From an optimization exercise on the open Yosys and OpenROAD flow, aimed at small area; shortcuts taken in it are not production practice.
Function was checked by simulation only, so behaviour that the tests miss may differ from the original.
Power figures rest on the tool's default switching activity, not on a simulated workload.

==> flow/design.v <==
module stepper_sequencer (
    input  wire        clk,
    input  wire        rst,           
    input  wire        cmd_valid,
    output wire        cmd_ready,
    input  wire [47:0] cmd,
    output wire        rsp_valid,
    output wire [39:0] rsp,
    output reg         ser_latch,
    output reg         ser_data,
    output reg         ser_clk,
    output wire [7:0]  duty_a1,
    output wire [7:0]  duty_b1,
    output wire [7:0]  duty_a2,
    output wire [7:0]  duty_b2,
    output wire        delay_req,
    output wire [31:0] delay_ms,
    input  wire        delay_ack
);
    localparam [3:0] S_IDLE = 4'd0;
    localparam [3:0] S_DIV  = 4'd1;    
    localparam [3:0] S_LOAD = 4'd2;    
    localparam [3:0] S_LOOP = 4'd3;
    localparam [3:0] S_CORE = 4'd4;
    localparam [3:0] S_TX   = 4'd5;
    localparam [3:0] S_PWA  = 4'd6;
    localparam [3:0] S_PWB  = 4'd7;
    localparam [3:0] S_P1   = 4'd8;    
    localparam [3:0] S_P3   = 4'd9;    
    localparam [3:0] S_RESP = 4'd10;
    localparam [3:0] S_LCOR = 4'd11;   
    localparam [2:0] O_NEW  = 3'd1;
    localparam [2:0] O_SET  = 3'd2;
    localparam [2:0] O_ONE  = 3'd3;
    localparam [2:0] O_STEP = 3'd4;
    localparam [2:0] O_REL  = 3'd5;
    localparam [2:0] O_LW   = 3'd6;
    localparam [25:0] SIXTY_MILLION = 26'd60000000;
    localparam [10:0] THOUSAND      = 11'd1000;
    reg [3:0]  st;
    reg [2:0]  op;
    reg [2:0]  rc;       
    reg        ps;       
    reg        dirb;     
    reg [1:0]  sty;      
    reg [31:0] imm;
    reg [3:0]  mcnt;     
    reg [4:0]  cnt;      
    reg [4:0]  ph;       
    reg        run;      
    reg        fp;       
    reg [26:0] sc;       
    reg        prev;     
    reg        cy;       
    reg        sub;      
    reg        bw;       
    reg        mdone;    
    reg [7:0]  lw;       
    reg        valid0, valid1;
    reg        nz0, nz1;
    reg [25:0] sq0, sq1;
    reg [25:0] us0, us1;
    reg [10:0] rem0, rem1;
    reg        ovr;      
    reg [5:0]  pos0, pos1;
    reg [7:0]  da1, db1, da2, db2;
    wire [3:0] c_op   = cmd[47:44];
    wire [2:0] c_port = cmd[43:41];
    wire [2:0] c_dir  = cmd[40:38];
    wire [2:0] c_sty  = cmd[37:35];
    wire [2:0] c_rsv  = cmd[34:32];
    wire       z_hi   = ~|cmd[31:16];
    wire       z_imm  = z_hi & ~|cmd[15:0];
    wire       z_dsr  = ~|cmd[40:32];
    reg c_legal;
    always @(*) begin
        case (c_op)
            4'd1, 4'd2: c_legal = z_dsr;
            4'd3:       c_legal = (c_rsv == 3'd0) && z_imm;
            4'd4:       c_legal = (c_rsv == 3'd0);
            4'd5:       c_legal = z_dsr && z_imm;
            4'd6:       c_legal = (c_port == 3'd0) && z_dsr && z_hi;
            default:    c_legal = 1'b0;
        endcase
    end
    wire c_port_ok = (c_port == 3'd1) || (c_port == 3'd2);
    wire c_ps      = c_port[1];
    wire c_valid   = c_ps ? valid1 : valid0;
    wire c_nz      = c_ps ? nz1 : nz0;
    wire c_dir_ok  = (c_dir == 3'd1) || (c_dir == 3'd2);
    wire c_sty_ok  = c_sty[2] ? (c_sty[1:0] == 2'd0) : (c_sty[1:0] != 2'd0);
    wire c_motion  = (c_op == 4'd3) || (c_op == 4'd4);
    reg [2:0] c_rc;
    always @(*) begin
        if (!c_legal)                          c_rc = 3'd1;
        else if (c_op == 4'd6)                 c_rc = 3'd0;
        else if (!c_port_ok)                   c_rc = 3'd2;
        else if (c_op != 4'd1 && !c_valid)     c_rc = 3'd3;
        else if (c_motion && !c_dir_ok)        c_rc = 3'd4;
        else if (c_motion && !c_sty_ok)        c_rc = 3'd5;
        else if (c_op == 4'd2 && (!c_nz || z_imm)) c_rc = 3'd6;
        else                                   c_rc = 3'd0;
    end
    wire [5:0] curpos = ps ? pos1 : pos0;
    wire       remtap = ps ? rem1[0] : rem0[0];
    wire       micro  = (sty == 2'd0);
    wire       new_op = (op == O_NEW);
    wire s_div  = (st == S_DIV);
    wire s_load = (st == S_LOAD);
    wire s_cor  = (st == S_LCOR);
    wire m1k    = s_load | s_cor;                     
    wire act    = run | (ph == 5'd25) | s_cor;        
    wire first  = (cnt == 5'd0);
    wire a_end  = (cnt == 5'd10);                     
    wire p_end  = (cnt == 5'd26);                     
    wire sqtap  = ps ? sq1[0] : sq0[0];
    wire ustap  = ps ? us1[0] : us0[0];
    wire k60    = SIXTY_MILLION[ph];
    wire dbit   = s_load ? ustap : (new_op ? k60 : sqtap);
    wire c_le10 = ~cnt[4] & (~cnt[3] | (~cnt[2] & ~(cnt[1] & cnt[0])));    
    wire radd   = (st == S_TX) & (op == O_STEP) & c_le10;
    wire rsub   = (st == S_LOOP) & ovr & c_le10;
    wire remop  = radd | rsub;
    wire kbit   = THOUSAND[cnt[3:0]];
    wire ring0  = m1k ? sc[16] : sc[0];               
    wire a_bit  = remop ? remtap : s_cor ? sc[16] : (first ? dbit : (prev & ~fp));
    wire dv_bit = m1k ? kbit : imm[0];
    wire b_bit  = radd ? sc[16] : rsub ? ~kbit : s_cor ? (dv_bit & ~sub) : (dv_bit ^ sub);
    wire c_in   = first ? (rsub | (sub & ~s_cor & ~radd)) : cy;
    wire s_bit  = a_bit ^ b_bit ^ c_in;
    wire c_out  = (a_bit & b_bit) | (a_bit & c_in) | (b_bit & c_in);
    wire q_bit  = ~s_bit & (m1k | ~(imm[0] | (|imm[31:27])));
    reg [4:0] ld_k;
    always @(*) begin
        case (sty)
            2'd3:    ld_k = 5'd1;
            2'd0:    ld_k = 5'd4;
            default: ld_k = 5'd0;
        endcase
    end
    wire       odd = curpos[3];
    wire       d1  = micro;
    wire       d8  = (sty == 2'd1 && odd) || (sty == 2'd2 && !odd) || (sty == 2'd3);
    wire       d16 = (sty == 2'd1 && !odd) || (sty == 2'd2 && odd);
    wire [5:0] delta = {1'b0, d16, d8, 2'b00, d1};
    wire [5:0] np = curpos + (delta ^ {6{dirb}}) + {5'd0, dirb};
    function [3:0] phase8;    
        input [2:0] k;
        begin
            case (k)
                3'd0: phase8 = 4'b0001;
                3'd1: phase8 = 4'b0011;
                3'd2: phase8 = 4'b0010;
                3'd3: phase8 = 4'b0110;
                3'd4: phase8 = 4'b0100;
                3'd5: phase8 = 4'b1100;
                3'd6: phase8 = 4'b1000;
                default: phase8 = 4'b1001;
            endcase
        end
    endfunction
    wire [3:0] set = (op == O_REL) ? 4'b0000 : phase8({np[5:4], micro | np[3]});
    wire [7:0] en_bits = ps ? {set[2], set[3], set[0], 4'b0000, set[1]}
                            : {3'b000, set[3], set[2], set[0], set[1], 1'b0};
    wire [7:0] pmask   = ps ? 8'hE1 : 8'h1E;
    wire [7:0] l_m     = rst ? 8'hFF : (op == O_LW) ? imm[15:8] : pmask;
    wire [7:0] l_v     = rst ? 8'h00 : (op == O_LW) ? imm[7:0]  : en_bits;
    function [7:0] curve2;
        input [4:0] i;
        begin
            case (i)
                5'd0:  curve2 = 8'd0;
                5'd1:  curve2 = 8'd25;
                5'd2:  curve2 = 8'd50;
                5'd3:  curve2 = 8'd74;
                5'd4:  curve2 = 8'd98;
                5'd5:  curve2 = 8'd120;
                5'd6:  curve2 = 8'd141;
                5'd7:  curve2 = 8'd162;
                5'd8:  curve2 = 8'd180;
                5'd9:  curve2 = 8'd197;
                5'd10: curve2 = 8'd212;
                5'd11: curve2 = 8'd225;
                5'd12: curve2 = 8'd236;
                5'd13: curve2 = 8'd244;
                5'd14: curve2 = 8'd250;
                5'd15: curve2 = 8'd253;
                5'd16: curve2 = 8'd255;
                5'd17: curve2 = 8'd253;
                5'd18: curve2 = 8'd250;
                5'd19: curve2 = 8'd244;
                5'd20: curve2 = 8'd236;
                5'd21: curve2 = 8'd225;
                5'd22: curve2 = 8'd212;
                5'd23: curve2 = 8'd197;
                5'd24: curve2 = 8'd180;
                5'd25: curve2 = 8'd162;
                5'd26: curve2 = 8'd141;
                5'd27: curve2 = 8'd120;
                5'd28: curve2 = 8'd98;
                5'd29: curve2 = 8'd74;
                5'd30: curve2 = 8'd50;
                default: curve2 = 8'd25;
            endcase
        end
    endfunction
    wire       flip = curpos[4] ^ (st == S_PWA);
    wire [7:0] dval = (rst || op == O_REL) ? 8'd0 : curve2({flip, curpos[3:0]});
    wire ovr_c  = ~first & ovr;
    wire ovr_n  = kbit ? (s_bit & ovr_c) : (s_bit | ovr_c);
    wire mz     = (mcnt == 4'd0);
    wire i_dec  = ~micro | mz;           
    wire b_cur  = first ? i_dec : bw;
    wire n_zero = b_cur & ~imm[0];       
    wire main_more = ~mdone & ~n_zero;
    wire home   = (curpos == 6'd0) || (curpos == 6'd16);
    reg [1:0] tx_act;    
    reg       tx_val;
    always @(*) begin
        tx_act = 2'd1;
        tx_val = 1'b0;
        case (cnt)
            5'd0:  begin tx_act = 2'd0; tx_val = 1'b0; end
            5'd1:  begin tx_act = 2'd1; tx_val = 1'b0; end
            5'd26: begin tx_act = 2'd0; tx_val = 1'b1; end
            5'd2, 5'd5, 5'd8, 5'd11, 5'd14, 5'd17, 5'd20, 5'd23:
                   begin tx_act = 2'd2; tx_val = 1'b0; end
            5'd4, 5'd7, 5'd10, 5'd13, 5'd16, 5'd19, 5'd22, 5'd25:
                   begin tx_act = 2'd2; tx_val = 1'b1; end
            5'd3:  begin tx_act = 2'd1; tx_val = lw[7]; end
            5'd6:  begin tx_act = 2'd1; tx_val = lw[6]; end
            5'd9:  begin tx_act = 2'd1; tx_val = lw[5]; end
            5'd12: begin tx_act = 2'd1; tx_val = lw[4]; end
            5'd15: begin tx_act = 2'd1; tx_val = lw[3]; end
            5'd18: begin tx_act = 2'd1; tx_val = lw[2]; end
            5'd21: begin tx_act = 2'd1; tx_val = lw[1]; end
            default: begin tx_act = 2'd1; tx_val = lw[0]; end
        endcase
    end
    assign cmd_ready = (st == S_IDLE);
    assign rsp_valid = (st == S_RESP);
    assign delay_req = (st == S_P1) || (st == S_P3);
    wire [15:0] ms = {sc[0], sc[1], sc[2], sc[3], sc[4], sc[5], sc[6], sc[7],
                      sc[8], sc[9], sc[10], sc[11], sc[12], sc[13], sc[14], sc[15]};
    assign delay_ms  = (st == S_P3) ? 32'd1 : {16'd0, ms};
    wire [1:0] r_status = (rc == 3'd0) ? 2'd0 : (rc == 3'd6) ? 2'd2 : 2'd1;
    wire [2:0] r_cause  = (rc == 3'd6) ? 3'd1 : rc;
    wire       r_pos    = (op == O_ONE) && (rc == 3'd0);
    assign rsp = {r_status, r_cause, 29'd0, r_pos ? curpos : 6'd0};
    assign duty_a1 = da1;
    assign duty_b1 = db1;
    assign duty_a2 = da2;
    assign duty_b2 = db2;
    always @(posedge clk) begin
        if (rst) begin
            st        <= S_IDLE;
        end else begin
            case (st)
                S_IDLE: if (cmd_valid) begin
                    if (c_rc != 3'd0)
                        st <= S_RESP;
                    else case (c_op)
                        4'd1, 4'd2: st <= S_DIV;
                        4'd4:       st <= S_LOAD;
                        default:    st <= S_CORE;
                    endcase
                end
                S_DIV: if (p_end && ph == 5'd0) st <= S_RESP;
                S_LOAD: if (p_end && ph == ld_k) st <= S_LCOR;
                S_LCOR: if (a_end) st <= S_LOOP;
                S_LOOP: if (cnt == 5'd31) begin
                    if (main_more || (micro && !home)) st <= S_CORE;
                    else st <= S_RESP;
                end
                S_CORE: st <= S_TX;
                S_TX:   if (cnt == 5'd26) st <= (op == O_LW) ? S_RESP : S_PWA;
                S_PWA:  st <= S_PWB;
                S_PWB:  st <= (op == O_STEP) ? S_P1 : S_RESP;
                S_P1: if (delay_ack) st <= ovr ? S_P3 : S_LOOP;
                S_P3: if (delay_ack) st <= S_LOOP;
                default: st <= S_IDLE;    
            endcase
        end
    end
    wire s_tx = (st == S_TX);
    wire pv   = ~rst & tx_val;
    always @(posedge clk) begin
        if (rst | (st == S_CORE)) lw <= (lw & ~l_m) | (l_v & l_m);
        if (rst | (s_tx & (tx_act == 2'd0))) ser_latch <= pv;
        if (rst | (s_tx & (tx_act == 2'd1))) ser_data  <= pv;
        if (rst | (s_tx & (tx_act == 2'd2))) ser_clk   <= pv;
        if (rst | ((st == S_PWA) & ~ps)) da1 <= dval;
        if (rst | ((st == S_PWA) &  ps)) da2 <= dval;
        if (rst | ((st == S_PWB) & ~ps)) db1 <= dval;
        if (rst | ((st == S_PWB) &  ps)) db2 <= dval;
        if (rst | (s_div & new_op & ~ps)) valid0 <= ~rst;
        if (rst | (s_div & new_op &  ps)) valid1 <= ~rst;
    end
    wire acc_ok = (st == S_IDLE) && cmd_valid && (c_rc == 3'd0);
    wire sq_w   = s_div & new_op & p_end;
    wire us_w   = s_div & (new_op | p_end);
    wire rem_en = s_div | remop;
    wire rem_in = ~s_div & s_bit;
    wire pos_en = (s_div && new_op) || ((st == S_CORE) && (op == O_ONE || op == O_STEP));
    wire [5:0] pos_d = s_div ? 6'd0 : np;
    wire nz_en  = acc_ok && (c_op == 4'd1);
    wire us_bit = ~new_op & q_bit;
    wire sc_hi_en = (act & (s_div | (m1k & c_le10))) | radd;
    wire sc_lo_en = act & (s_div | (s_load & a_end));
    wire imm_lo_en = (st == S_IDLE) || (st == S_LOOP) || (s_div & act);
    wire imm_hi_en = (st == S_IDLE) || (st == S_LOOP);
    always @(posedge clk) begin
        ph  <= (rst | (ph == 5'd0)) ? 5'd25 : ph - 5'd1;
        sq0 <= {(sq_w & ~ps) ? q_bit : sq0[0], sq0[25:1]};
        sq1 <= {(sq_w &  ps) ? q_bit : sq1[0], sq1[25:1]};
        us0 <= {(us_w & ~ps) ? us_bit : us0[0], us0[25:1]};
        us1 <= {(us_w &  ps) ? us_bit : us1[0], us1[25:1]};
    end
    always @(posedge clk) begin
        if ((s_div | s_load | s_cor) ? (act & ~p_end & ~(s_cor & a_end))
                                     : (st == S_TX || st == S_LOOP))
            cnt <= cnt + 5'd1;
        else
            cnt <= 5'd0;
        if (st == S_IDLE) begin
            run <= 1'b0;
            fp  <= 1'b1;
        end else if (s_div | s_load) begin
            if (ph == 5'd25) run <= 1'b1;
            if (p_end) fp <= 1'b0;
        end
        prev <= ring0;
        cy   <= c_out;
        if ((s_div & p_end) | (s_load & a_end))
            sub <= ~s_bit;
        else if (st == S_IDLE)
            sub <= 1'b1;
        if (sc_hi_en) sc[26:16] <= {radd ? sc[16] : s_bit, sc[26:17]};
        if (st == S_IDLE)
            ovr <= 1'b0;
        else if (radd)
            ovr <= ovr_n;
        else if (rsub & (cnt == 5'd10))
            ovr <= 1'b0;
        if (sc_lo_en) sc[15:0]  <= {s_div ? sc[16] : q_bit, sc[15:1]};
        if (imm_lo_en)
            imm[26:0] <= (st == S_IDLE) ? cmd[26:0]
                       : {(s_div ? imm[0] : imm[27]), imm[26:1]};
        if (imm_hi_en)
            imm[31:27] <= (st == S_IDLE) ? cmd[31:27]
                        : {imm[0] ^ b_cur, imm[31:28]};
        bw <= b_cur & ~imm[0];
        if (st == S_IDLE) begin
            op    <= c_op[2:0];
            rc    <= c_rc;
            ps    <= c_ps;
            dirb  <= c_dir[1];
            sty   <= c_sty[1:0];
            mcnt  <= 4'd0;
            mdone <= 1'b0;
        end else if (st == S_LOOP && cnt == 5'd31) begin
            if (micro && main_more) mcnt <= mcnt - 4'd1;
            if (!main_more) mdone <= 1'b1;
        end
        if (nz_en) begin
            if (c_ps) nz1 <= ~z_imm; else nz0 <= ~z_imm;
        end
        if (rem_en) begin
            if (ps) rem1 <= {rem_in, rem1[10:1]}; else rem0 <= {rem_in, rem0[10:1]};
        end
        if (pos_en) begin
            if (ps) pos1 <= pos_d; else pos0 <= pos_d;
        end
    end
endmodule
==> flow/flow/run.sh <==
#!/bin/bash
# Own layout flow: the standard ORFS flow, with
#  - port buffers of the smallest buffer cell (every port still gets its buffer),
#  - one tie cell per constant instead of one per constant load,
#  - a clock tree without dummy loads, built from clkbuf_8 clusters of at most 14 sinks.
# The full make output goes to run_make.log in the work folder; ORFS's own
# per-step logs stay under orfs/logs.
set -euo pipefail
CTS="-sink_clustering_enable -repair_clock_nets -dont_use_dummy_load -buf_list sky130_fd_sc_hd__clkbuf_8 -sink_clustering_size 14 -sink_clustering_max_diameter 60"
bash standard.sh \
  "BUFFER_PORTS_ARGS=-buffer_cell sky130_fd_sc_hd__buf_1" \
  "CTS_ARGS=$CTS" \
  SKIP_REPAIR_TIE_FANOUT=1 \
  finish > run_make.log 2>&1
==> flow/standard.sh <==
#!/bin/bash
# synth_recipe.tcl (not shown) runs the flow's synth.tcl, then flattens the netlist and writes it again
# the make line also repeats each setting of config.mk as NAME=value (left out here)
make -C /OpenROAD-flow-scripts/flow DESIGN_CONFIG=/design/flow/config.mk WORK_HOME=/design/flow/orfs CLKGATE_MAP_FILE= SYNTH_SCRIPT=/design/flow/synth_recipe.tcl "${@:-finish}"
==> flow/config.mk <==
export PLATFORM = sky130hd
export DESIGN_NAME = stepper_sequencer
export DESIGN_NICKNAME = stepper_sequencer
export VERILOG_FILES = /design/flow/design.v
export SDC_FILE = /design/flow/constraint.sdc
export NUM_CORES = 4
export LEC_CHECK = 0
export ABC_AREA = 1
export CAP_MARGIN = 20
export CORE_MARGIN = 2
export CORE_UTILIZATION = 65
export PLACE_DENSITY = 0.75
export SLEW_MARGIN = 20
==> flow/constraint.sdc <==
create_clock -name core_clock -period 22.0 [get_ports {clk}]
set_input_delay 4.4000 -clock core_clock [delete_from_list [all_inputs] [get_ports {clk}]]
set_output_delay 4.4000 -clock core_clock [all_outputs]
set_load 0.01 [all_outputs]
==> qor.txt, run 1 <==
Status - timing/DRC/antenna clean
Sink Count - 280
# hold bufs at CTS - 0
WHS Endpoint - sq0[14]
Area of the multi-input gates - 0.003412 sq mm
Gr usage total - 23.99%
Grt ovf - 0
Largest net degree at the start of global routing - 59
Worst Hold Class - reg2reg
Syn Area/Cell - 9.972 sq um
Worst-Skew Late Latency - 530 ps
Count of final setup violators - 0
Worst Setup End Kind - output port
Vias per cell - 5.329
CTS tree - yes
VDD IR max - 0.07743 mV
DRC viols - 0
Global-route wire length before repair - 35320 um
Kind of critical path - reg2out
Min-Delay Startpoint - sq0[15]
Register area share after synthesis - 61.69%
CTS root buf - clkbuf_8
P per Cell Area - 121.8 mW/mm^2
Non-filler cells, final - 1461
Lkg Pwr - 4.909 nW
Highest metal used - met4
# Max-Cap Violations - 0
Resized Gates After CTS - 0
Rel. slew slack - 27.34%
Flip-flop and latch area - 0.007117 sq mm
Top Ports - 162
Seq cells post-synth - 280
HPWL Detailed - 16430 um
Startpoint types - register
Area contributors post-synth - edfxtp_1 (39%), dfxtp_1 (22%), nand2_1 (6.6%)
CTS max path bufs - 3
Crit path max fanout - 19
Die width - 137.2 um
Yosys warnings - 1
Tmin final - 7037 ps
Hold Path Stages - 0
Internal reg-to-reg setup slack - 17650 ps
Prevailing post-synth register cell - edfxtp_1
Gpl congestion - 0.9775
Core area - 0.01730 sq mm
Synth area leader - edfxtp_1
Num CTS Buffers - 23
Die height - 137.2 um
Area grow syn2layout - 5.682%
RSZ-0062 raised after global routing - false
Final WL - 22370 um
Final Net Count - 1318
Worst EP arrival - 2640 ps
Die area - 0.01883 sq mm
Asr flop ratio synth - 0%
R2R cell count - 18
Post-CTS setup buffer count - 0
Worst Skew - 28.50 ps
WL met2 - 10110 um
Clock transition at path regs - 90 ps
Fin. Hold Viols - 0
Buffers added on ports - 116
Ratio of cells with drive above 1 in the final layout - 6.230%
DR pass1 iterations - 5
RR Startpoint - ps
Mapped Cells - 1157
Post-synth cell types - 59
Row count - 48
Met3 wire length - 1500 um
Max Freq - 142.1 MHz
Slew @ Worst Pin - 1086 ps
Synth top area share - 39.30%
Htree depth - 1
Antenna cells - 0
Initial antenna violation count - 0
WL per Instance - 15.31 um
Mapped Area - 0.01154 sq mm
Setup_tns - 0 ps
Vias in the first global route - 7186
EDFF count, synth - 151
Via count - 7786
Period utilization - 31.99%
Final Slew Violations - 0
Fill count - 1347
Wl on met1 - 9990 um
Post-route ant nets - 0
Number of DRC markers in iteration 0 - 559
DP Cell Count - 1438
Required @ worst endpoint - 17600 ps
Starting density of the core - 66.70%
Yosys cell counts (all sizes together) (3+ instances only):
library cell / instances
a211oi: 8
a21oi: 38
nor4: 5
or2: 6
a31oi: 4
dfxtp: 129
o211ai: 4
nor3: 21
edfxtp: 151
clkbuf: 12
nor2: 150
o22ai: 3
buf: 54
inv: 152
nand2: 208
nand3: 47
a221oi: 5
nand4: 15
ha: 26
o21ai: 90
xor2: 5
layout make-up:
type                    instances  share of cell area [%]
repair buffers                122                   3.940
well taps                     225                   2.309
flip-flops and latches        280                   58.37
inverters                     154                   4.802
multi-input cells             657                   27.98
clock buffers                  23                   2.596
worst max-delay path, cell delays in order (launching register included):
cell	delay (ps)
edfxtp_1	910
inv_6	170
nand2_1	100
and2_0	620
nor2_1	130
buf_1	160
routing by layer:
metal / track usage, % / vias up
li1: - / 3921
met1: 33.42 / 3504
met3: 3.495 / 58
met4: 8.305 / 0
met2: 38.89 / 303
met5: 0 / -
cell families after synthesis:
family                   count (synthesis)  share of synthesized area [%]
AND/OR/NAND/NOR                        456                          17.19
buffers and inverters                  220                          8.806
multiplexers                             2                         0.1735
flip-flops                             280                          61.69
adder cells (fa/ha/maj)                 28                          3.167
other                                    1                        0.03250
XOR/XNOR                                 6                         0.6182
AO/OA/AOI/OAI                          164                          8.329
state kept, by name, summed over array words and instances (netlist names), 3 cells and up, named ones only:
register and cells:
sc 27, us1 26, us0 26, st 4, mcnt 4, ph 5
da2 8, rem1 11, sq0 26, imm 32, pos0 6, rem0 11
rc 3, sq1 26, op 3, db1 8, da1 8, db2 8
pos1 6, cnt 5
report_power, final:
| group | internal (mW) | total (mW) | leakage (nW) | switching, mW |
|---|---|---|---|---|
| Sequential | 0.686 | 0.724 | 2.50 | 0.0381 |
| Clock | 0.0938 | 0.239 | 0.165 | 0.145 |
| Combinational | 0.149 | 0.523 | 2.24 | 0.374 |
worst max-delay path by stage:
stage | from | to | slack [ps] | depth (start not counted)
2_1_floorplan | st[3] | cmd_ready | 16100 | 5
3_3_place_gp | ps | rsp[3] | 15650 | 5
3_5_place_dp | ps | rsp[3] | 15580 | 5
4_1_cts | ps | rsp[3] | 14980 | 5
5_1_grt | ps | rsp[3] | 14810 | 5
6_report | ps | rsp[3] | 14960 | 5
cells in the final DEF, fill, tap and decap left out, types with 26 or more instances in the layout:
cell | Yosys | routed
a21oi_1 | 37 | 37
buf_1 | 3 | 116
dfxtp_1 | 129 | 129
edfxtp_1 | 151 | 151
ha_1 | 26 | 26
inv_1 | 139 | 139
nand2_1 | 202 | 202
nand3_1 | 45 | 45
nor2_1 | 141 | 140
o21ai_0 | 81 | 80
stage by stage:
stage | instance area, sq um | setup WS (ps) | hold WS (ps) | util, % | power [mW]
finish | 12190 | 14960 | 325.2 | 70.49 | 1.485
global route | 12190 | 14810 | 328.9 | 70.49 | 1.586
detailed placement | 11880 | 15580 | 312.1 | 68.66 | 1.250
floorplan | 11540 | 16100 | 309.6 | - | 1.109
CTS | 12190 | 14980 | 330.3 | 70.49 | 1.486
global placement | 11880 | 15650 | 311.2 | 68.66 | 1.238
==> run 2, diff against run 1 <==
==> flow/flow/run.sh (replaced) <==
#!/bin/bash
# Own layout flow: the standard ORFS flow, with
#  - port buffers of the smallest buffer cell (every port still gets its buffer),
#  - one tie cell per constant instead of one per constant load,
#  - a clock tree without dummy loads, built from clkbuf_8 clusters of at most 18 sinks.
# The full make output goes to run_make.log in the work folder; ORFS's own
# per-step logs stay under orfs/logs.
set -euo pipefail
CTS="-sink_clustering_enable -repair_clock_nets -dont_use_dummy_load -buf_list sky130_fd_sc_hd__clkbuf_8 -sink_clustering_size 18 -sink_clustering_max_diameter 60"
bash standard.sh \
  "BUFFER_PORTS_ARGS=-buffer_cell sky130_fd_sc_hd__buf_1" \
  "CTS_ARGS=$CTS" \
  SKIP_REPAIR_TIE_FANOUT=1 \
  finish > run_make.log 2>&1
--- a/flow/config.mk
+++ b/flow/config.mk
@@ -8,6 +8,6 @@
 export ABC_AREA = 1
 export CAP_MARGIN = 20
 export CORE_MARGIN = 2
-export CORE_UTILIZATION = 65
-export PLACE_DENSITY = 0.75
+export CORE_UTILIZATION = 75
+export PLACE_DENSITY = 0.85
 export SLEW_MARGIN = 20
==> qor.txt, run 2 <==
Sink Count - 280
Worst Hold Class - reg2reg
Die width - 128.0 um
Yosys warnings - 1
Clock share of power - 15.4%
Resized Gates After CTS - 0
Largest net degree at the start of global routing - 59
Final WL - 24950 um
Worst Setup End Kind - output port
Global-route wire length before repair - 38870 um
Synth Area in Adders - 3.167%
Final Net Count - 1317
Seq cells post-synth - 280
Worst Skew - 60.16 ps
Design area - 0.01212 sq mm
VDD IR max - 0.1061 mV
Largest family of logic cells by synthesized area - simple AND/OR/NAND/NOR gates
Post-synth top cells - nand2_1 (202), edfxtp_1 (151), nor2_1 (141), inv_1 (139), dfxtp_1 (129)
Internal reg-to-reg setup slack - 17570 ps
Gr usage total - 30.57%
Initial antenna violation count - 0
Largest regs - imm: 32 flops, sc: 27 flops
Mapped Area - 0.01154 sq mm
Vias per cell - 5.706
Synth area leader - edfxtp_1
Placed Area - 0.01185 sq mm
Starting density of the core - 76.46%
Sw power - 0.5702 mW
RSZ-0062 raised after global routing - false
Top Ports - 162
CTS max path bufs - 3
Prevailing post-synth register cell - edfxtp_1
Register area share after synthesis - 61.69%
Hold Path Stages - 0
EDFF count, synth - 151
Post-synth cell types - 59
R2R cell count - 19
Lkg Pwr - 4.896 nW
Multiplexer share of the synthesized area - 0.1735%
DRC viols - 0
CTS root buf - clkbuf_8
Fin. Hold Viols - 0
Count of final setup violators - 0
WL per Instance - 17.53 um
Crit path max fanout - 19
Htree depth - 1
Logic gate share of total power - 35.8%
Clock transition at path regs - 100 ps
Grt ovf - 0
Worst-Skew Late Latency - 550 ps
CTS tree - yes
Post-CTS setup buffer count - 0
Area contributors post-synth - edfxtp_1 (39%), dfxtp_1 (22%), nand2_1 (6.6%)
Max reg flops - 32
DR pass1 iterations - 5
Tmin final - 7097 ps
Max Freq - 140.9 MHz
Switching portion of total power - 38.30%
Buffers added on ports - 116
Commonest non-fill, non-tap cell in the layout - nand2_1
Final Slew Violations - 0
Worst EP arrival - 2700 ps
Gpl congestion - 0.9789
RR Startpoint - ps
Post-route ant nets - 0
Syn Area/Cell - 9.972 sq um
Most frequent cell after synthesis - nand2_1
Die area - 0.01639 sq mm
Antenna cells - 0
Period utilization - 32.26%
Row count - 45
Largest reg by FF count - imm
Synth top area share - 39.30%
# Max-Cap Violations - 0
HPWL Detailed - 18170 um
# hold bufs at CTS - 0
Kind of critical path - reg2out
Core area - 0.01509 sq mm
Hold Slack - 331.7 ps
Util after Layout - 80.34%
Post-synthesis simple-gate area fraction - 17.19%
Ratio of cells with drive above 1 in the final layout - 6.235%
Seq pwr share - 48.8%
Setup_tns - 0 ps
Startpoint types - register
Power Total - 1.489 mW
Die height - 128.0 um
Status - timing/DRC/antenna clean
Int Power - 0.9187 mW
Min-Delay Startpoint - sq0[23]
P per Cell Area - 122.8 mW/mm^2
Asr flop ratio synth - 0%
Num CTS Buffers - 20
WHS Endpoint - sq0[22]
Synth Area in XOR/XNOR - 0.6182%
Most frequent cells in the layout - nand2_1 (202), edfxtp_1 (151), inv_1 (139), nor2_1 (139), dfxtp_1 (129)
Vias in the first global route - 7795
Mapped Cells - 1157
Number of DRC markers in iteration 0 - 861
Area grow syn2layout - 5.076%
Required @ worst endpoint - 17600 ps
Synth Area in Compound Gates - 8.329%
Slew @ Worst Pin - 866.2 ps
Rel. slew slack - 41.86%
Via count - 8119
-- run 2: cell counts after synthesis --
Identical to the previous run, type by type.
-- run 2: area by class of cell --
class,instances,area (sq um)
clock buffers,20,275.3
fillers,947,2967
inverters,154,585.6
multi-input cells,657,3415
flip-flops and latches,280,7117
well taps,188,235.2
repair buffers,124,495.5
-- run 2: how the worst max path moves through the flow --
stage / from / to / slack [ps] / depth (start not counted)
global placement: ps / rsp[3] / 15570 / 5
detailed placement: ps / rsp[3] / 15510 / 5
global route: ps / rsp[3] / 14750 / 5
floorplan: st[3] / cmd_ready / 16100 / 5
finish: ps / rsp[3] / 14900 / 5
CTS: ps / rsp[3] / 14920 / 5
-- run 2: kinds of logic (layout without fill, tap and decap cells) --
group	Yosys count	after routing
AOI/OAI and AO/OA	164	164
xor gates and xnor gates	6	6
adders and majority gates	28	28
buffers and inverters	220	298
DFF	280	280
muxes	2	2
other	1	1
and+or+nand+nor	456	456
-- run 2: power groups by stage --
stage               clock (mW)  combinational (mW)  sequential [mW]
floorplan                    0               0.378            0.730
global placement             0               0.502            0.732
detailed placement           0               0.519            0.737
CTS                      0.232               0.523            0.726
global route             0.247               0.590            0.735
finish                   0.229               0.534            0.726
-- run 2: worst max-delay path, cell delays in order, from the launching register on --
cell	delay, ps
edfxtp_1	920
inv_6	170
nand2_1	120
and2_0	630
nor2_1	150
buf_1	170
-- run 2: metrics by stage --
stage,setup slack [ps],std cells
after global routing,14750,1423
final,14900,1423
after detailed placement,15510,1403
after global placement,15570,1403
after CTS,14920,1423
after floorplan,16100,1157
-- run 2: metal layers --
metal / wire length, um / share of wire (%) / up-vias / GRT usage, %
met3: 1762 / 7.1 / 71 / 4.508
met1: 9878 / 40 / 3733 / 39.57
met2: 12390 / 50 / 402 / 53.16
met4: 918 / 3.7 / 0 / 10.73
met5: 0 / 0 / - / 0
li1: - / - / 3913 / -
==> run 3, diff against run 2 <==
--- a/flow/design.v
+++ b/flow/design.v
@@ -21,7 +21,6 @@
     localparam [3:0] S_DIV  = 4'd1;    
     localparam [3:0] S_LOAD = 4'd2;    
     localparam [3:0] S_LOOP = 4'd3;
-    localparam [3:0] S_CORE = 4'd4;
     localparam [3:0] S_TX   = 4'd5;
     localparam [3:0] S_PWA  = 4'd6;
     localparam [3:0] S_PWB  = 4'd7;
@@ -60,7 +59,7 @@
     reg        nz0, nz1;
     reg [25:0] sq0, sq1;
     reg [25:0] us0, us1;
-    reg [10:0] rem0, rem1;
+    reg [9:0]  rem0, rem1;
     reg        ovr;      
     reg [5:0]  pos0, pos1;
     reg [7:0]  da1, db1, da2, db2;
@@ -118,12 +117,13 @@
     wire k60    = SIXTY_MILLION[ph];
     wire dbit   = s_load ? ustap : (new_op ? k60 : sqtap);
     wire c_le10 = ~cnt[4] & (~cnt[3] | (~cnt[2] & ~(cnt[1] & cnt[0])));    
+    wire c_le9  = c_le10 & ~(cnt[3] & cnt[1]);                              
     wire radd   = (st == S_TX) & (op == O_STEP) & c_le10;
     wire rsub   = (st == S_LOOP) & ovr & c_le10;
     wire remop  = radd | rsub;
     wire kbit   = THOUSAND[cnt[3:0]];
     wire ring0  = m1k ? sc[16] : sc[0];               
-    wire a_bit  = remop ? remtap : s_cor ? sc[16] : (first ? dbit : (prev & ~fp));
+    wire a_bit  = remop ? (remtap & c_le9) : s_cor ? sc[16] : (first ? dbit : (prev & ~fp));
     wire dv_bit = m1k ? kbit : imm[0];
     wire b_bit  = radd ? sc[16] : rsub ? ~kbit : s_cor ? (dv_bit & ~sub) : (dv_bit ^ sub);
     wire c_in   = first ? (rsub | (sub & ~s_cor & ~radd)) : cy;
@@ -262,17 +262,16 @@
                     else case (c_op)
                         4'd1, 4'd2: st <= S_DIV;
                         4'd4:       st <= S_LOAD;
-                        default:    st <= S_CORE;
+                        default:    st <= S_TX;
                     endcase
                 end
                 S_DIV: if (p_end && ph == 5'd0) st <= S_RESP;
                 S_LOAD: if (p_end && ph == ld_k) st <= S_LCOR;
                 S_LCOR: if (a_end) st <= S_LOOP;
                 S_LOOP: if (cnt == 5'd31) begin
-                    if (main_more || (micro && !home)) st <= S_CORE;
+                    if (main_more || (micro && !home)) st <= S_TX;
                     else st <= S_RESP;
                 end
-                S_CORE: st <= S_TX;
                 S_TX:   if (cnt == 5'd26) st <= (op == O_LW) ? S_RESP : S_PWA;
                 S_PWA:  st <= S_PWB;
                 S_PWB:  st <= (op == O_STEP) ? S_P1 : S_RESP;
@@ -285,7 +284,7 @@
     wire s_tx = (st == S_TX);
     wire pv   = ~rst & tx_val;
     always @(posedge clk) begin
-        if (rst | (st == S_CORE)) lw <= (lw & ~l_m) | (l_v & l_m);
+        if (rst | (s_tx & first)) lw <= (lw & ~l_m) | (l_v & l_m);
         if (rst | (s_tx & (tx_act == 2'd0))) ser_latch <= pv;
         if (rst | (s_tx & (tx_act == 2'd1))) ser_data  <= pv;
         if (rst | (s_tx & (tx_act == 2'd2))) ser_clk   <= pv;
@@ -299,9 +298,9 @@
     wire acc_ok = (st == S_IDLE) && cmd_valid && (c_rc == 3'd0);
     wire sq_w   = s_div & new_op & p_end;
     wire us_w   = s_div & (new_op | p_end);
-    wire rem_en = s_div | remop;
+    wire rem_en = s_div | (remop & c_le9);
     wire rem_in = ~s_div & s_bit;
-    wire pos_en = (s_div && new_op) || ((st == S_CORE) && (op == O_ONE || op == O_STEP));
+    wire pos_en = (s_div && new_op) || ((st == S_TX) && first && (op == O_ONE || op == O_STEP));
     wire [5:0] pos_d = s_div ? 6'd0 : np;
     wire nz_en  = acc_ok && (c_op == 4'd1);
     wire us_bit = ~new_op & q_bit;
@@ -366,7 +365,7 @@
             if (c_ps) nz1 <= ~z_imm; else nz0 <= ~z_imm;
         end
         if (rem_en) begin
-            if (ps) rem1 <= {rem_in, rem1[10:1]}; else rem0 <= {rem_in, rem0[10:1]};
+            if (ps) rem1 <= {rem_in, rem1[9:1]}; else rem0 <= {rem_in, rem0[9:1]};
         end
         if (pos_en) begin
             if (ps) pos1 <= pos_d; else pos0 <= pos_d;
==> flow/flow/run.sh (replaced) <==
#!/bin/bash
# Own layout flow: the standard ORFS flow, with
#  - port buffers of the smallest buffer cell (every port still gets its buffer),
#  - one tie cell per constant instead of one per constant load,
#  - a clock tree without dummy loads, built from clkbuf_8 clusters of at most 14 sinks.
# The full make output goes to run_make.log in the work folder; ORFS's own
# per-step logs stay under orfs/logs.
set -euo pipefail
CTS="-sink_clustering_enable -repair_clock_nets -dont_use_dummy_load -buf_list sky130_fd_sc_hd__clkbuf_8 -sink_clustering_size 14 -sink_clustering_max_diameter 60"
bash standard.sh \
  "BUFFER_PORTS_ARGS=-buffer_cell sky130_fd_sc_hd__buf_1" \
  "CTS_ARGS=$CTS" \
  SKIP_REPAIR_TIE_FANOUT=1 \
  finish > run_make.log 2>&1
--- a/flow/config.mk
+++ b/flow/config.mk
@@ -8,6 +8,6 @@
 export ABC_AREA = 1
 export CAP_MARGIN = 20
 export CORE_MARGIN = 2
-export CORE_UTILIZATION = 75
-export PLACE_DENSITY = 0.85
+export CORE_UTILIZATION = 65
+export PLACE_DENSITY = 0.75
 export SLEW_MARGIN = 20
==> qor.txt, run 3 <==
Lkg Pwr - 4.966 nW
CTS tree - yes
Largest reg by FF count - imm
CTS max path bufs - 3
Top Ports - 162
Vias per cell - 5.385
Setup_tns - 0 ps
Area grow syn2layout - 5.770%
Gpl congestion - 0.9733
Die width - 138.0 um
Antenna cells - 0
Util after Layout - 70.85%
CP peak stage delay - 750 ps
Count of final setup violators - 0
Num CTS Buffers - 24
Seq cells post-synth - 278
Post-synth top cells - nand2_1 (212), edfxtp_1 (149), nor2_1 (142), inv_1 (141), dfxtp_1 (129)
Rel. slew slack - 32.59%
Vias in the first global route - 7304
Row count - 48
Tmin final - 7153 ps
Post-synth cell types - 63
Kind of critical path - reg2out
Slowest-stage cell, CP - edfxtp_1
Crit path buf inv count - 3
Worst-Skew Late Latency - 540 ps
Most frequent cells in the layout - nand2_1 (212), edfxtp_1 (149), inv_1 (141), nor2_1 (141), dfxtp_1 (129)
DRC viols - 0
Asr flop ratio synth - 0%
Synth area leader - edfxtp_1
Crit path max fanout - 20
P per Cell Area - 123.4 mW/mm^2
Initial antenna violation count - 0
Syn Area/Cell - 9.828 sq um
Ratio of cells with drive above 1 in the final layout - 7.019%
Largest regs - imm: 32 flops, sc: 27 flops
CTS root buf - clkbuf_8
Worst EP arrival - 2750 ps
Required @ worst endpoint - 17600 ps
Grt ovf - 0
Slew @ Worst Pin - 1007 ps
# hold bufs at CTS - 0
RSZ-0062 raised after global routing - false
Worst Skew - 33.86 ps
Most frequent cell after synthesis - nand2_1
HPWL Detailed - 16540 um
Global-route wire length before repair - 36100 um
Via count - 8040
Mapped Cells - 1187
Buffers added on ports - 116
Fill count - 1353
Area contributors post-synth - edfxtp_1 (38%), dfxtp_1 (22%), nand2_1 (6.8%)
WL per Instance - 15.21 um
Starting density of the core - 66.98%
# Max-Cap Violations - 0
Worst Hold Class - reg2reg
Synth top area share - 38.35%
Number of DRC markers in iteration 0 - 706
Max reg flops - 32
Crit path max-delay family - buffers and inverters
Sink Count - 278
Worst Setup End Kind - output port
Status - timing/DRC/antenna clean
Period utilization - 32.51%
Min-Delay Startpoint - us0[25]
Startpoint types - register
Register area share after synthesis - 60.49%
RR Startpoint - ps
Fin. Hold Viols - 0
Die height - 138.0 um
Final WL - 22710 um
Commonest non-fill, non-tap cell in the layout - nand2_1
Die area - 0.01904 sq mm
Clock transition at path regs - 90 ps
VDD IR max - 0.08282 mV
Core area - 0.01742 sq mm
Worst path cell trace - inv_4, or2_1, o21a_1, inv_1, nor2_1, buf_1
Resized Gates After CTS - 0
Post-route ant nets - 0
Prevailing post-synth register cell - edfxtp_1
Htree depth - 1
Yosys warnings - 1
Max Freq - 139.8 MHz
DR pass1 iterations - 6
Gr usage total - 24.33%
Setup crit start - ps
EDFF count, synth - 149
Mapped Area - 0.01167 sq mm
Largest net degree at the start of global routing - 63
Final Slew Violations - 0
Post-CTS setup buffer count - 0
Final Net Count - 1351
## run 3: cell count changes after synthesis, moves of 4 or more
cell	previous run	this run
a211oi_1	7	3
nand4_1	14	7
a21oi_1	37	50
nor4_1	5	1
nand2_1	202	212
o21ai_0	81	71
nor3_1	18	30
o31ai_1	1	5
## run 3: metal layers
| layer | track usage [%] | share of wire [%] |
|---|---|---|
| met3 | 4.130 | 8.1 |
| met4 | 5.952 | 2.0 |
| met5 | 0 | 0 |
| met1 | 35.12 | 45 |
| met2 | 38.75 | 45 |
## run 3: path summary, 6_finish.rpt
kind | slack (ps) | to | cells past startpoint
worst max-delay path | 14850 | rsp[3] | 6
worst min-delay path | 320 | us0[24] | 0
worst max register to register | 17820 | register | 16
worst min register to register | 320 | us0[24] | 0
## run 3: final cells by class
cell class	instances	area, sq um	share of cell area, %
well taps	225	281.5	2.281
flip-flops and latches	278	7057	57.19
repair buffers	124	495.5	4.015
multi-input cells	688	3595	29.13
clock buffers	24	330.3	2.677
inverters	154	580.6	4.705
## run 3: through the flow
step           cell area [sq um]  setup WS, ps  hold WS (ps)  total power [mW]  std cells
6_report                   12340         14850         317.3             1.522       1493
3_3_place_gp               12010         15530         310.0             1.268       1469
3_5_place_dp               12010         15450         312.8             1.280       1469
2_1_floorplan              11670         16180         309.6             1.132       1187
5_1_grt                    12340         14630         315.0             1.625       1493
4_1_cts                    12340         14880         302.9             1.524       1493
## run 3: power by group
part / internal, mW / switching, mW
Clock: 0.0976 / 0.149
Combinational: 0.162 / 0.392
Sequential: 0.682 / 0.0403
## run 3: cells by family (layout without fill, tap and decap cells)
group | count (synthesis) | in the layout | synth area share [%]
AND/OR/NAND/NOR | 476 | 476 | 17.83
flip-flops | 278 | 278 | 60.49
buffers and inverters | 221 | 302 | 8.762
AO/OA/AOI/OAI | 173 | 173 | 8.891
adder cells (fa/ha/maj) | 29 | 29 | 3.239
XOR/XNOR | 7 | 7 | 0.5899
multiplexers | 2 | 2 | 0.1716
other | 1 | 1 | 0.03214
==> run 4, diff against run 3 <==
--- a/flow/design.v
+++ b/flow/design.v
@@ -17,17 +17,14 @@
     output wire [31:0] delay_ms,
     input  wire        delay_ack
 );
-    localparam [3:0] S_IDLE = 4'd0;
-    localparam [3:0] S_DIV  = 4'd1;    
-    localparam [3:0] S_LOAD = 4'd2;    
-    localparam [3:0] S_LOOP = 4'd3;
-    localparam [3:0] S_TX   = 4'd5;
-    localparam [3:0] S_PWA  = 4'd6;
-    localparam [3:0] S_PWB  = 4'd7;
-    localparam [3:0] S_P1   = 4'd8;    
-    localparam [3:0] S_P3   = 4'd9;    
-    localparam [3:0] S_RESP = 4'd10;
-    localparam [3:0] S_LCOR = 4'd11;   
+    localparam [2:0] S_IDLE = 3'd0;
+    localparam [2:0] S_DIV  = 3'd1;    
+    localparam [2:0] S_LOAD = 3'd2;    
+    localparam [2:0] S_LOOP = 3'd3;    
+    localparam [2:0] S_TX   = 3'd4;    
+    localparam [2:0] S_RESP = 3'd5;
+    localparam [2:0] S_P1   = 3'd6;    
+    localparam [2:0] S_P3   = 3'd7;    
     localparam [2:0] O_NEW  = 3'd1;
     localparam [2:0] O_SET  = 3'd2;
     localparam [2:0] O_ONE  = 3'd3;
@@ -36,7 +33,7 @@
     localparam [2:0] O_LW   = 3'd6;
     localparam [25:0] SIXTY_MILLION = 26'd60000000;
     localparam [10:0] THOUSAND      = 11'd1000;
-    reg [3:0]  st;
+    reg [2:0]  st;
     reg [2:0]  op;
     reg [2:0]  rc;       
     reg        ps;       
@@ -106,17 +103,17 @@
     wire       new_op = (op == O_NEW);
     wire s_div  = (st == S_DIV);
     wire s_load = (st == S_LOAD);
-    wire s_cor  = (st == S_LCOR);
-    wire m1k    = s_load | s_cor;                     
-    wire act    = run | (ph == 5'd25) | s_cor;        
     wire first  = (cnt == 5'd0);
+    wire c_le10 = ~cnt[4] & (~cnt[3] | (~cnt[2] & ~(cnt[1] & cnt[0])));    
+    wire s_cor  = (st == S_LOOP) & run & c_le10;      
+    wire m1k    = s_load | s_cor;                     
+    wire act    = run | (ph == 5'd25);                
     wire a_end  = (cnt == 5'd10);                     
     wire p_end  = (cnt == 5'd26);                     
     wire sqtap  = ps ? sq1[0] : sq0[0];
     wire ustap  = ps ? us1[0] : us0[0];
     wire k60    = SIXTY_MILLION[ph];
     wire dbit   = s_load ? ustap : (new_op ? k60 : sqtap);
-    wire c_le10 = ~cnt[4] & (~cnt[3] | (~cnt[2] & ~(cnt[1] & cnt[0])));    
     wire c_le9  = c_le10 & ~(cnt[3] & cnt[1]);                              
     wire radd   = (st == S_TX) & (op == O_STEP) & c_le10;
     wire rsub   = (st == S_LOOP) & ovr & c_le10;
@@ -204,7 +201,9 @@
             endcase
         end
     endfunction
-    wire       flip = curpos[4] ^ (st == S_PWA);
+    wire       pwa  = (st == S_TX) & (cnt == 5'd27);
+    wire       pwb  = (st == S_TX) & (cnt == 5'd28);
+    wire       flip = curpos[4] ^ pwa;
     wire [7:0] dval = (rst || op == O_REL) ? 8'd0 : curve2({flip, curpos[3:0]});
     wire ovr_c  = ~first & ovr;
     wire ovr_n  = kbit ? (s_bit & ovr_c) : (s_bit | ovr_c);
@@ -217,7 +216,7 @@
     reg [1:0] tx_act;    
     reg       tx_val;
     always @(*) begin
-        tx_act = 2'd1;
+        tx_act = 2'd3;
         tx_val = 1'b0;
         case (cnt)
             5'd0:  begin tx_act = 2'd0; tx_val = 1'b0; end
@@ -234,7 +233,8 @@
             5'd15: begin tx_act = 2'd1; tx_val = lw[3]; end
             5'd18: begin tx_act = 2'd1; tx_val = lw[2]; end
             5'd21: begin tx_act = 2'd1; tx_val = lw[1]; end
-            default: begin tx_act = 2'd1; tx_val = lw[0]; end
+            5'd24: begin tx_act = 2'd1; tx_val = lw[0]; end
+            default: begin tx_act = 2'd3; tx_val = 1'b0; end
         endcase
     end
     assign cmd_ready = (st == S_IDLE);
@@ -266,15 +266,15 @@
                     endcase
                 end
                 S_DIV: if (p_end && ph == 5'd0) st <= S_RESP;
-                S_LOAD: if (p_end && ph == ld_k) st <= S_LCOR;
-                S_LCOR: if (a_end) st <= S_LOOP;
+                S_LOAD: if (p_end && ph == ld_k) st <= S_LOOP;
                 S_LOOP: if (cnt == 5'd31) begin
                     if (main_more || (micro && !home)) st <= S_TX;
                     else st <= S_RESP;
                 end
-                S_TX:   if (cnt == 5'd26) st <= (op == O_LW) ? S_RESP : S_PWA;
-                S_PWA:  st <= S_PWB;
-                S_PWB:  st <= (op == O_STEP) ? S_P1 : S_RESP;
+                S_TX: begin
+                    if (cnt == 5'd26 && op == O_LW) st <= S_RESP;
+                    if (cnt == 5'd28) st <= (op == O_STEP) ? S_P1 : S_RESP;
+                end
                 S_P1: if (delay_ack) st <= ovr ? S_P3 : S_LOOP;
                 S_P3: if (delay_ack) st <= S_LOOP;
                 default: st <= S_IDLE;    
@@ -288,10 +288,10 @@
         if (rst | (s_tx & (tx_act == 2'd0))) ser_latch <= pv;
         if (rst | (s_tx & (tx_act == 2'd1))) ser_data  <= pv;
         if (rst | (s_tx & (tx_act == 2'd2))) ser_clk   <= pv;
-        if (rst | ((st == S_PWA) & ~ps)) da1 <= dval;
-        if (rst | ((st == S_PWA) &  ps)) da2 <= dval;
-        if (rst | ((st == S_PWB) & ~ps)) db1 <= dval;
-        if (rst | ((st == S_PWB) &  ps)) db2 <= dval;
+        if (rst | (pwa & ~ps)) da1 <= dval;
+        if (rst | (pwa &  ps)) da2 <= dval;
+        if (rst | (pwb & ~ps)) db1 <= dval;
+        if (rst | (pwb &  ps)) db2 <= dval;
         if (rst | (s_div & new_op & ~ps)) valid0 <= ~rst;
         if (rst | (s_div & new_op &  ps)) valid1 <= ~rst;
     end
@@ -316,8 +316,7 @@
         us1 <= {(us_w &  ps) ? us_bit : us1[0], us1[25:1]};
     end
     always @(posedge clk) begin
-        if ((s_div | s_load | s_cor) ? (act & ~p_end & ~(s_cor & a_end))
-                                     : (st == S_TX || st == S_LOOP))
+        if ((s_div | s_load) ? (act & ~p_end) : (st == S_TX || st == S_LOOP))
             cnt <= cnt + 5'd1;
         else
             cnt <= 5'd0;
@@ -327,7 +326,8 @@
         end else if (s_div | s_load) begin
             if (ph == 5'd25) run <= 1'b1;
             if (p_end) fp <= 1'b0;
-        end
+        end else if ((st == S_LOOP) & a_end)
+            run <= 1'b0;
         prev <= ring0;
         cy   <= c_out;
         if ((s_div & p_end) | (s_load & a_end))
--- a/flow/flow/run.sh
+++ b/flow/flow/run.sh
@@ -2,6 +2,7 @@
 # Own layout flow: the standard ORFS flow, with
 #  - port buffers of the smallest buffer cell (every port still gets its buffer),
 #  - one tie cell per constant instead of one per constant load,
+#  - synthesis buffers removed at floorplan (repair_design re-buffers as needed),
 #  - a clock tree without dummy loads, built from clkbuf_8 clusters of at most 14 sinks.
 # The full make output goes to run_make.log in the work folder; ORFS's own
 # per-step logs stay under orfs/logs.
@@ -11,4 +12,5 @@
   "BUFFER_PORTS_ARGS=-buffer_cell sky130_fd_sc_hd__buf_1" \
   "CTS_ARGS=$CTS" \
   SKIP_REPAIR_TIE_FANOUT=1 \
+  REMOVE_ABC_BUFFERS=1 \
   finish > run_make.log 2>&1
--- a/flow/config.mk
+++ b/flow/config.mk
@@ -9,5 +9,7 @@
 export CAP_MARGIN = 20
 export CORE_MARGIN = 2
 export CORE_UTILIZATION = 65
+export GPL_ROUTABILITY_DRIVEN = 0
+export GPL_TIMING_DRIVEN = 0
 export PLACE_DENSITY = 0.75
 export SLEW_MARGIN = 20
==> qor.txt, run 4 <==
Final Net Count - 1298
Most frequent cells in the layout - nand2_1 (264), edfxtp_1 (149), inv_1 (130), dfxtp_1 (128), buf_1 (116)
Startpoint types - register
Max reg flops - 32
Max Freq - 133.2 MHz
Number of DRC markers in iteration 0 - 835
Post-CTS setup buffer count - 0
Worst-Skew Late Latency - 550 ps
Worst Setup End Kind - output port
Clock transition at path regs - 80 ps
Crit path max fanout - 21
Mapped Area - 0.01133 sq mm
Final WL - 22050 um
Rel. slew slack - 34.13%
Yosys warnings - 1
Worst Hold Class - reg2reg
CTS root buf - clkbuf_8
Largest regs - imm: 32 flops, sc: 27 flops
Die area - 0.01850 sq mm
Final Slew Violations - 0
Post-synth cell types - 54
Num CTS Buffers - 24
Ratio of cells with drive above 1 in the final layout - 4.359%
Grt ovf - 0
Seq cells post-synth - 277
Worst EP arrival - 3110 ps
Setup WS pre-CTS - 15080 ps
Area contributors post-synth - edfxtp_1 (39%), dfxtp_1 (23%), nand2_1 (8.8%)
Resized Gates After CTS - 0
Area of the multi-input gates - 0.003329 sq mm
Count of final setup violators - 0
CTS tree - yes
Flip-flop and latch area - 0.007037 sq mm
HPWL Detailed - 15990 um
# Max-Cap Violations - 0
Largest net degree at the start of global routing - 46
Period utilization - 34.12%
Fill count - 1342
Area grow syn2layout - 5.510%
Asr flop ratio synth - 0%
Buffers added on ports - 116
RSZ-0062 raised after global routing - false
Synth top area share - 39.49%
Status - timing/DRC/antenna clean
Initial antenna violation count - 0
Htree depth - 1
Mapped Cells - 1145
Tmin final - 7505 ps
Kind of critical path - reg2out
Sink Count - 277
Global-route wire length before repair - 35540 um
# hold bufs at CTS - 0
Prevailing post-synth register cell - edfxtp_1
P per Cell Area - 119.6 mW/mm^2
WL per Instance - 15.30 um
Fin. Hold Viols - 0
Antenna cells - 0
Slew @ Worst Pin - 988.1 ps
Die height - 136.0 um
Row count - 48
Register area share after synthesis - 62.10%
CTS max path bufs - 3
Final WS setup - 14490 ps
Synth area leader - edfxtp_1
Vias in the first global route - 7204
Commonest non-fill, non-tap cell in the layout - nand2_1
Vias per cell - 5.382
Syn Area/Cell - 9.896 sq um
Post-synth top cells - nand2_1 (265), edfxtp_1 (149), inv_1 (131), dfxtp_1 (128), nor2_1 (112)
Post-route ant nets - 0
Starting density of the core - 65.97%
DRC viols - 0
Die width - 136.0 um
Largest reg by FF count - imm
Top Ports - 162
Core area - 0.01718 sq mm
Internal reg-to-reg setup slack - 17290 ps
Lkg Pwr - 4.898 nW
Via count - 7755
EDFF count, synth - 149
Most frequent cell after synthesis - nand2_1
DR pass1 iterations - 5
Worst Skew - 84.47 ps
Required @ worst endpoint - 17600 ps
Setup_tns - 0 ps
VDD IR max - 0.07477 mV
Gr usage total - 24.23%
==> run 4: cell types whose count changed after synthesis, sizes merged, moves of 5 or more <==
| cell | previous run | this run |
|---|---|---|
| nand2 | 221 | 267 |
| o21ai | 82 | 62 |
| nand3 | 45 | 36 |
| nand4 | 7 | 12 |
| nor3 | 31 | 25 |
| nor2 | 152 | 113 |
| inv | 152 | 136 |
==> run 4: worst paths after layout <==
check          start        to  cells after the start
min reg2reg  us0[24]   us0[23]                      0
max               ps    rsp[3]                      6
max reg2reg       ps  register                     18
min          us0[24]   us0[23]                      0
==> run 4: logic make-up (layout without fill, tap and decap cells) <==
logic type                 after synthesis  count (layout)  synth area share (%)
adders and majority gates               28              28                 3.224
muxes                                    3               3                0.2650
other                                    1               1               0.03310
DFF                                    277             277                 62.10
AOI/OAI and AO/OA                      153             153                 7.840
xor gates and xnor gates                 9               9                0.7620
buffers and inverters                  208             279                 8.646
and+or+nand+nor                        466             466                 17.13
==> run 4: per-layer routing <==
metal / routed length, um / global-route usage, % / up-vias
met5: 0 / 0 / -
met4: 510 / 7.060 / 0
met3: 1512 / 3.729 / 39
met2: 10190 / 39.78 / 301
met1: 9831 / 33.72 / 3559
li1: - / - / 3856
==> run 4: cell type report <==
| type | instances | share of cell area [%] |
|---|---|---|
| Sequential cell | 277 | 58.86 |
| Inverter | 137 | 4.301 |
| Tap cell | 225 | 2.355 |
| Multi-Input combinational cell | 660 | 27.85 |
| Timing Repair Buffer | 118 | 3.872 |
| Clock buffer | 24 | 2.763 |
==> run 4: per-stage QoR <==
| step | area (sq um) | std cells | utilization, % | hold WS, ps | total power, mW |
|---|---|---|---|---|---|
| after floorplan | 10870 | 1074 | - | 309.6 | 1.049 |
| after global placement | 11580 | 1415 | 67.43 | 309.8 | 1.172 |
| after detailed placement | 11620 | 1417 | 67.68 | 312.1 | 1.190 |
| after CTS | 11960 | 1441 | 69.60 | 289.5 | 1.431 |
| after global routing | 11960 | 1441 | 69.60 | 305.0 | 1.528 |
| final | 11960 | 1441 | 69.60 | 308.1 | 1.430 |
==> run 4: power breakdown <==
| group | switching (mW) | internal [mW] |
|---|---|---|
| clock | 0.147 | 0.0974 |
| combinational | 0.325 | 0.134 |
| sequential | 0.0436 | 0.682 |
| total | 0.516 | 0.913 |
==> run 4: critical path, cell delays in order, from the launching register on <==
cell and delay [ps]:
edfxtp_1 940, inv_1 530, nand2_1 160, nand2_1 350, inv_1 360, nor2_1 90, buf_1 130
==> run 5, diff against run 4 <==
--- a/flow/flow/run.sh
+++ b/flow/flow/run.sh
@@ -2,7 +2,6 @@
 # Own layout flow: the standard ORFS flow, with
 #  - port buffers of the smallest buffer cell (every port still gets its buffer),
 #  - one tie cell per constant instead of one per constant load,
-#  - synthesis buffers removed at floorplan (repair_design re-buffers as needed),
 #  - a clock tree without dummy loads, built from clkbuf_8 clusters of at most 14 sinks.
 # The full make output goes to run_make.log in the work folder; ORFS's own
 # per-step logs stay under orfs/logs.
@@ -12,5 +11,4 @@
   "BUFFER_PORTS_ARGS=-buffer_cell sky130_fd_sc_hd__buf_1" \
   "CTS_ARGS=$CTS" \
   SKIP_REPAIR_TIE_FANOUT=1 \
-  REMOVE_ABC_BUFFERS=1 \
   finish > run_make.log 2>&1
--- a/flow/config.mk
+++ b/flow/config.mk
@@ -9,7 +9,5 @@
 export CAP_MARGIN = 20
 export CORE_MARGIN = 2
 export CORE_UTILIZATION = 65
-export GPL_ROUTABILITY_DRIVEN = 0
-export GPL_TIMING_DRIVEN = 0
 export PLACE_DENSITY = 0.75
 export SLEW_MARGIN = 20
==> qor.txt, run 5 <==
Status - timing/DRC/antenna clean
Largest net degree at the start of global routing - 52
Final WS setup - 14850 ps
Antenna cells - 0
Rel. slew slack - 39.04%
Ratio of cells with drive above 1 in the final layout - 4.501%
Initial antenna violation count - 0
Via count - 7808
EDFF count, synth - 149
RSZ-0062 raised after global routing - false
Tmin final - 7148 ps
Worst Hold Class - reg2reg
Fill count - 1360
Kind of critical path - reg2out
Most frequent cell after synthesis - nand2_1
Crit path max fanout - 21
Vias per cell - 5.396
Most frequent cells in the layout - nand2_1 (265), edfxtp_1 (149), inv_1 (131), dfxtp_1 (128), buf_1 (116)
CTS root buf - clkbuf_8
Area contributors post-synth - edfxtp_1 (39%), dfxtp_1 (23%), nand2_1 (8.8%)
Top Ports - 162
Setup WS pre-CTS - 15440 ps
Clock transition at path regs - 90 ps
HPWL Detailed - 16440 um
Die area - 0.01850 sq mm
Sink Count - 277
Design area - 0.01197 sq mm
VDD IR max - 0.08730 mV
Power Total - 1.440 mW
Startpoint types - register
DR pass1 iterations - 7
Period utilization - 32.49%
Syn Area/Cell - 9.896 sq um
Worst EP arrival - 2750 ps
Largest regs - imm: 32 flops, sc: 27 flops
Post-CTS setup buffer count - 0
Setup_tns - 0 ps
Commonest non-fill, non-tap cell in the layout - nand2_1
DP Cell Count - 1423
Number of DRC markers in iteration 0 - 682
Final Net Count - 1304
Row count - 48
Core area - 0.01718 sq mm
Largest reg by FF count - imm
Worst-Skew Late Latency - 550 ps
CTS tree - yes
Grt ovf - 0
Lkg Pwr - 4.918 nW
Prevailing post-synth register cell - edfxtp_1
Slew @ Worst Pin - 914.4 ps
R2R cell count - 18
Htree depth - 1
CTS max path bufs - 3
Area grow syn2layout - 5.664%
Vias in the first global route - 7140
DRC viols - 0
Worst Setup End Kind - output port
WL per Instance - 15.55 um
Die height - 136.0 um
Seq cells post-synth - 277
Internal reg-to-reg setup slack - 17330 ps
Mapped Cells - 1145
RR Startpoint - ps
Global-route wire length before repair - 35450 um
Synth area leader - edfxtp_1
Resized Gates After CTS - 0
Gr usage total - 24.42%
Synth top area share - 39.49%
Die width - 136.0 um
Buffers added on ports - 116
P per Cell Area - 120.3 mW/mm^2
Starting density of the core - 65.97%
Register area share after synthesis - 62.10%
Post-synth top cells - nand2_1 (265), edfxtp_1 (149), inv_1 (131), dfxtp_1 (128), nor2_1 (112)
Placed Area - 0.01164 sq mm
Yosys warnings - 1
Required @ worst endpoint - 17600 ps
Mapped Area - 0.01133 sq mm
Gpl congestion - 0.9242
Min-Delay Startpoint - us0[20]
Final WL - 22500 um
# hold bufs at CTS - 0
WHS Endpoint - us0[19]
Post-synth cell types - 54
Post-route ant nets - 0
Max Freq - 139.9 MHz
Worst Skew - 29.63 ps
Asr flop ratio synth - 0%
Count of final setup violators - 0
Num CTS Buffers - 24
Final Slew Violations - 0
Max reg flops - 32
Fin. Hold Viols - 0
Non-filler cells, final - 1447
# Max-Cap Violations - 0
Hold Path Stages - 0
## run 5: cell counts after synthesis
Identical to the previous run, type by type.
## run 5: how the worst max path moves through the flow
| stage | startpoint | to | slack, ps | cells past startpoint |
|---|---|---|---|---|
| floorplan | cmd[33] | nz0 | 16180 | 10 |
| global placement | ps | rsp[3] | 15520 | 6 |
| detailed placement | ps | rsp[3] | 15440 | 6 |
| CTS | ps | rsp[3] | 14850 | 6 |
| global route | ps | rsp[3] | 14660 | 6 |
| finish | ps | rsp[3] | 14850 | 6 |
## run 5: layer usage
| layer | global-route usage, % | vias to the layer above | routed length [um] |
|---|---|---|---|
| met1 | 35.14 | 3563 | 10040 |
| li1 | - | 3870 | - |
| met3 | 3.207 | 67 | 1445 |
| met4 | 7.813 | 0 | 793 |
| met5 | 0 | - | 0 |
| met2 | 38.89 | 308 | 10210 |
## run 5: where the power goes
part / switching (mW) / total (mW) / internal [mW]
logic: 0.335 / 0.469 / 0.133
registers: 0.0432 / 0.725 / 0.681
clock network: 0.149 / 0.247 / 0.0976
total: 0.528 / 1.44 / 0.912
## run 5: per-stage QoR
stage / hold slack [ps] / util (%)
2_1_floorplan: 309.6 / -
3_3_place_gp: 309.8 / 67.78
3_5_place_dp: 312.1 / 67.78
4_1_cts: 329.0 / 69.70
5_1_grt: 333.4 / 69.70
6_report: 326.2 / 69.70
## run 5: area by class of cell
class,instances,area [sq um],share of cell area (%)
inverters,137,514.2,4.295
multi-input cells,660,3314,27.68
flip-flops and latches,277,7037,58.77
clock buffers,24,330.3,2.759
well taps,225,281.5,2.351
repair buffers,124,495.5,4.138
## run 5: cells by family after synthesis
group           count (synthesis)  synth area share [%]
fa+ha+maj                      28                 3.224
compound gates                153                 7.840
simple gates                  466                 17.13
flops                         277                 62.10
xor+xnor                        9                0.7620
buf+inv                       208                 8.646
other cells                     1               0.03310
mux                             3                0.2650
## run 5: critical path, cell delays in order, from the launching register on
cell and delay, ps:
edfxtp_1 680, inv_1 440, nand2_1 90, nand2_1 410, inv_1 260, nor2_1 140
buf_1 170

afterwards: timing with drivers on the ports:
The results above use ideal ports. As a check the final layouts listed here were re-extracted and re-timed, cells and wires unchanged.
Step 1 assumes that a clkbuf_16 drives the clock port and a buf_2 every other input.
Step 2 also shifts input and output timing later by t, the mid clock arrival at the registers, as if the neighbouring blocks saw the same clock.
a / b / c = no drivers / after step 1 / after step 2; a / b = the first two.
| run | t, ns | setup slack, ns | slew at the worst register clock pin (ns) | cell pins on the clock port's net |
|---|---|---|---|---|
| run 1 | 0.557 | 14.963 / 14.923 / 15.481 | 0.09 / 0.09 | 1 |
| run 2 | 0.555 | 14.903 / 14.863 / 15.418 | 0.12 / 0.12 | 1 |
| run 3 | 0.563 | 14.847 / 14.807 / 15.370 | 0.09 / 0.09 | 1 |
| run 4 | 0.546 | 14.495 / 14.457 / 15.004 | 0.10 / 0.10 | 1 |
| run 5 | 0.572 | 14.852 / 14.813 / 15.385 | 0.10 / 0.10 | 1 |
After both steps every run listed still meets setup and hold.
